Source: an optimization exercise on an open RTL-to-GDS flow (aim: small area). Production flows keep margins and buffers that such runs may drop.
The RTL was checked by simulation tests, not by an equivalence proof against the original design.
The clock port is modelled as an ideal driver; clocking choices that lean on that would not hold on a real chip.
Power is estimated from default activity; no workload was simulated.

## run A
Design lacap, start of the top module:
module lacap #(
    parameter [31:0] BASE = 32'h5020_0000
) (
    input  wire        clk,
    input  wire        rst,           
    input  wire        bus_valid,
    input  wire        bus_write,
    input  wire [8:0]  bus_addr,      
    input  wire [31:0] bus_wdata,
    output reg         bus_rvalid,
    output reg  [31:0] bus_rdata,
    input  wire [28:0] lines,
    output wire        mem_we,
    output wire [31:0] mem_addr,
    output wire [31:0] mem_wdata
);
Settings: LEC_CHECK=0, CAP_MARGIN=20, CORE_MARGIN=2, CORE_UTILIZATION=65, CTS_BUF_LIST=sky130_fd_sc_hd__clkbuf_8, CTS_CLUSTER_DIAMETER=80, CTS_CLUSTER_SIZE=12, SLEW_MARGIN=20; clock period 12.0 ns.
run.sh (not shown) runs the stock make flow with config.mk's settings and CLKGATE_MAP_FILE= SYNTH_SCRIPT=/design/flow/synth_recipe.tcl, a recipe that flattens the netlist after the stock synthesis.
[inputs] run B vs run A
Settings: CTS_CLUSTER_DIAMETER removed (was 80); CTS_BUF_LIST removed (was sky130_fd_sc_hd__clkbuf_8); CTS_CLUSTER_SIZE removed (was 12).
==> flow/flow/run.sh (new file) <==
#!/bin/bash
# Layout flow: the standard ORFS flow (standard synthesis, floorplan,
# tap cells and power grid unchanged), with two changes:
#  - ports are buffered with sky130_fd_sc_hd__buf_1 instead of the larger
#    cell buffer_ports picks by default (every port still gets a buffer);
#  - clock tree synthesis uses clkbuf_8 with sink clusters of at most 12
#    flip-flops, and inserts no dummy loads;
# Each tool's full output goes to ORFS's own logs (orfs/logs) and the make
# output to flow_make.log in the work folder.
set -euo pipefail
cd "$(dirname "${BASH_SOURCE[0]}")/.."
export BUFFER_PORTS_ARGS="-buffer_cell sky130_fd_sc_hd__buf_1"
export CTS_ARGS="-sink_clustering_enable -repair_clock_nets -dont_use_dummy_load -buf_list sky130_fd_sc_hd__clkbuf_8 -sink_clustering_size 12 -sink_clustering_max_diameter 80"
bash standard.sh > flow_make.log 2>&1
==> flow/standard.sh (new file) <==
#!/bin/bash
# synth_recipe.tcl (not shown) runs the flow's synth.tcl, then flattens the netlist and writes it again
# the make line also repeats each setting of config.mk as NAME=value (left out here)
make -C /OpenROAD-flow-scripts/flow DESIGN_CONFIG=/design/flow/config.mk WORK_HOME=/design/flow/orfs CLKGATE_MAP_FILE= SYNTH_SCRIPT=/design/flow/synth_recipe.tcl "${@:-finish}"
removed: flow/run.sh
## What came out
TritonCTS sink count: run A vs run B, no meaningful difference
The number of antenna diodes in run B was lower than what run A gave.
Fmax went up slightly going from run A to run B.
Between run B and run A, wire length per cell is higher for run B, run A comes in under that.
Compare run B and run A | proportion of power drawn by the clock network lower: run B
Sort run B and run A by switching power, descending, and run A comes first.
met3 wire length ends up higher on run A.
Where cell area is concerned, run A is outperformed by run B.
Run B ended up with a lower combinational cell power than run A did.

## run 1
lacap, a different RTL version from the one above (not shown whole).
For scale: ~5000 cells after synthesis, about 1100 flip-flops, about 170 I/O pins, about 55000 um2 of cells after synthesis.
Settings: LEC_CHECK=0, CAP_MARGIN=20, CORE_MARGIN=2, CORE_UTILIZATION=65, SLEW_MARGIN=20; clock period 12.0 ns.
standard.sh (not shown) runs the stock make flow with config.mk's settings and CLKGATE_MAP_FILE= SYNTH_SCRIPT=/design/flow/synth_recipe.tcl, a recipe that flattens the netlist after the stock synthesis.
==> flow/flow/run.sh <==
#!/bin/bash
# Layout flow: the standard ORFS flow (standard synthesis, floorplan,
# tap cells and power grid unchanged), with three changes:
#  - ports are buffered with sky130_fd_sc_hd__buf_1 instead of the larger
#    cell buffer_ports picks by default (every port still gets a buffer);
#  - clock tree synthesis uses clkbuf_8 with sink clusters of at most 15
#    flip-flops, and inserts no dummy loads;
#  - after clock tree synthesis, gates off the critical paths are sized
#    down (repair_timing -recover_power, flow/recover.tcl).
# Each tool's full output goes to ORFS's own logs (orfs/logs) and the make
# output to flow_make.log in the work folder.
set -euo pipefail
cd "$(dirname "${BASH_SOURCE[0]}")/.."
export BUFFER_PORTS_ARGS="-buffer_cell sky130_fd_sc_hd__buf_1"
export CTS_ARGS="-sink_clustering_enable -repair_clock_nets -dont_use_dummy_load -buf_list sky130_fd_sc_hd__clkbuf_8 -sink_clustering_size 15 -sink_clustering_max_diameter 80"
export POST_CTS_TCL="$PWD/flow/recover.tcl"
bash standard.sh > flow_make.log 2>&1
==> flow/flow/recover.tcl <==
# Sourced at the end of ORFS's cts step (POST_CTS_TCL): size down gates
# that have timing slack to spare, then legalize the placement again.
estimate_parasitics -placement
report_design_area
repair_timing -recover_power 100 -verbose
detailed_placement
check_placement -verbose
estimate_parasitics -placement
report_worst_slack
report_design_area
The flow did not stop early for run 1: all stages ran, and the layout cleared the timing, DRC and antenna checks.
Setup changes, run 1 to run 2
--- a/flow/flow/run.sh
+++ b/flow/flow/run.sh
@@ -3 +3 @@
-# tap cells and power grid unchanged), with three changes:
+# tap cells and power grid unchanged), with two changes:
@@ -7,3 +7 @@
-#    flip-flops, and inserts no dummy loads;
-#  - after clock tree synthesis, gates off the critical paths are sized
-#    down (repair_timing -recover_power, flow/recover.tcl).
+#    flip-flops, and inserts no dummy loads.
@@ -16 +13,0 @@
-export POST_CTS_TCL="$PWD/flow/recover.tcl"
removed: flow/flow/recover.tcl
- Compared with run 1, run 2 ends up with a smaller final cell area.
- The growth of design area from synthesis to finish of run 2 falls short of that of run 1 by 0.57 points.
- Hold slack on run 2 is behind run 1.
- NOTE power per cell area run 1->run 2 increased slightly
- Run 2 -> run 1: number of well-tap cells placed delta 0, exact match
- There was hardly any difference in via count of the first global-routing pass between run 2 and run 1.
- Status: clock latency of the later-clocked register in the worst-skew pair parity (run 2, run 1)
- The met2 routing resource usage after global routing of run 1 and that of run 2 are within noise of each other.

## east
lacap, a different RTL version from the one above (not shown whole).
For scale: roughly 4700 cells after synthesis, about 1100 flip-flops, about 170 I/O pins, roughly 54000 sq um of cells after synthesis.
// lacap
module lacap #(
    parameter [31:0] BASE = 32'h5020_0000
) (
    input  wire        clk,
    input  wire        rst,           
    input  wire        bus_valid,
    input  wire        bus_write,
    input  wire [8:0]  bus_addr,      
    input  wire [31:0] bus_wdata,
    output reg         bus_rvalid,
    output reg  [31:0] bus_rdata,
    input  wire [28:0] lines,
    output wire        mem_we,
    output wire [31:0] mem_addr,
    output wire [31:0] mem_wdata
);
    localparam FIFO_DEPTH = 8;
    localparam [31:0] RXQ_ADDR = BASE + 32'h20;
    localparam R_SU_CTRL      = 7'd0;
    localparam R_SU_STAT      = 7'd1;
    localparam R_SU_CLKDIV    = 7'd2;
    localparam R_SU_PINCTRL   = 7'd3;
    localparam R_SU_SHIFTCTRL = 7'd4;
    localparam R_SU_WRAP      = 7'd5;
    localparam R_SU_PC        = 7'd6;
    localparam R_SU_INSTR     = 7'd7;
    localparam R_SU_RXQ       = 7'd8;
    localparam R_SLOT_CLAIM   = 7'd9;
    localparam R_SLOT_RELEASE = 7'd10;
    localparam R_SLOT_STAT    = 7'd11;
    localparam R_LA_ERR       = 7'd12;
    localparam R_TE_READ      = 7'd64;
    localparam R_TE_WRITE     = 7'd65;
    localparam R_TE_COUNT     = 7'd66;
    localparam R_TE_CTRL      = 7'd67;
    localparam R_TE_DONE      = 7'd68;
    localparam R_GEO_PC       = 7'd80;
    localparam R_GEO_SC       = 7'd81;
    localparam R_BAU_PIN      = 7'd82;
    localparam R_BAU_SAMPLE   = 7'd83;
    localparam R_BAU_REQ      = 7'd84;
    localparam R_BAU_WORD     = 7'd85;
    localparam R_BAU_OFFSET   = 7'd86;
    function [32:0] radd;    
        input [31:0] a;
        input [31:0] b;
        input        cin;
        integer i;
        reg c;
        begin
            c = cin;
            for (i = 0; i < 32; i = i + 1) begin
                radd[i] = a[i] ^ b[i] ^ c;
                c = (a[i] & b[i]) | (c & (a[i] ^ b[i]));
            end
            radd[32] = c;
        end
    endfunction
    function rgt;
        input [31:0] a;
        input [31:0] b;
        integer i;
        reg g;
        begin
            g = 1'b0;
            for (i = 0; i < 32; i = i + 1)
                g = (a[i] & ~b[i]) | (~(a[i] ^ b[i]) & g);
            rgt = g;
        end
    endfunction
    reg         slot_out;          
    reg  [4:0]  su_pc;
  ...
export LEC_CHECK = 0
export CAP_MARGIN = 20
export CORE_MARGIN = 2
export CORE_UTILIZATION = 65
export SLEW_MARGIN = 20
create_clock -name core_clock -period 12.0 [get_ports {clk}]
==> flow/flow/run.sh <==
#!/bin/bash
# Layout flow: the standard ORFS flow (standard synthesis, floorplan,
# tap cells and power grid unchanged), with two changes:
#  - ports are buffered with sky130_fd_sc_hd__buf_1 instead of the larger
#    cell buffer_ports picks by default (every port still gets a buffer);
#  - clock tree synthesis uses clkbuf_8 with sink clusters of at most 15
#    flip-flops, and inserts no dummy loads.
# Each tool's full output goes to ORFS's own logs (orfs/logs) and the make
# output to flow_make.log in the work folder.
set -euo pipefail
cd "$(dirname "${BASH_SOURCE[0]}")/.."
export BUFFER_PORTS_ARGS="-buffer_cell sky130_fd_sc_hd__buf_1"
export CTS_ARGS="-sink_clustering_enable -repair_clock_nets -dont_use_dummy_load -buf_list sky130_fd_sc_hd__clkbuf_8 -sink_clustering_size 15 -sink_clustering_max_diameter 80"
bash standard.sh > flow_make.log 2>&1
Having completed the whole flow, east delivered a layout that passed the timing, DRC and antenna checks.
Setup changes, east to south
Settings: CORE_UTILIZATION: 65 -> 72.
### Flow results
- Compared with east, via count in south increased by a few percent.
- Min flop-to-flop setup slack across east and south: south
- [compare] base=east new=south: portion of the clock cycle consumed by the worst path in the final layout decreased by 0.16 points relative to the old numbers, minimum clock period after layout fell 20 ps, die area now smaller, wire length now sits at about the same level.

static timing again, ports no longer ideal:
No port has a modelled driver above. Below, the same layouts with a new extraction and two added sets of constraints. Step 1 assumes that a clkbuf_16 drives the clock port and a buf_2 every other input. Step 2 also shifts input and output timing later by t, the mid clock arrival at the registers, as if the neighbouring blocks saw the same clock. Slacks: no drivers / after step 1 / after step 2; pairs: no drivers / after step 1.
| run | t, ns | slack for setup (ns) | worst data-port slew with drivers (ns) |
|---|---|---|---|
| run A | 0.874 | 2.907 / 2.952 / 2.078 | 0.10 |
| run B | 0.821 | 2.951 / 3.000 / 2.180 | 0.11 |
| run 1 | 0.775 | 2.371 / 2.358 / 1.582 | 0.12 |
| run 2 | 0.777 | 2.463 / 2.445 / 1.668 | 0.13 |
| east | 0.802 | 0.218 / 0.257 / -0.545 | 0.05 |
| south | 0.808 | 0.238 / 0.276 / -0.532 | 0.06 |
Met with ideal ports but missed after step 2: setup timing in east and south. For run A, which loses most, drivers alone change the setup slack by +0.045 ns; drivers and shift together by -0.829 ns.
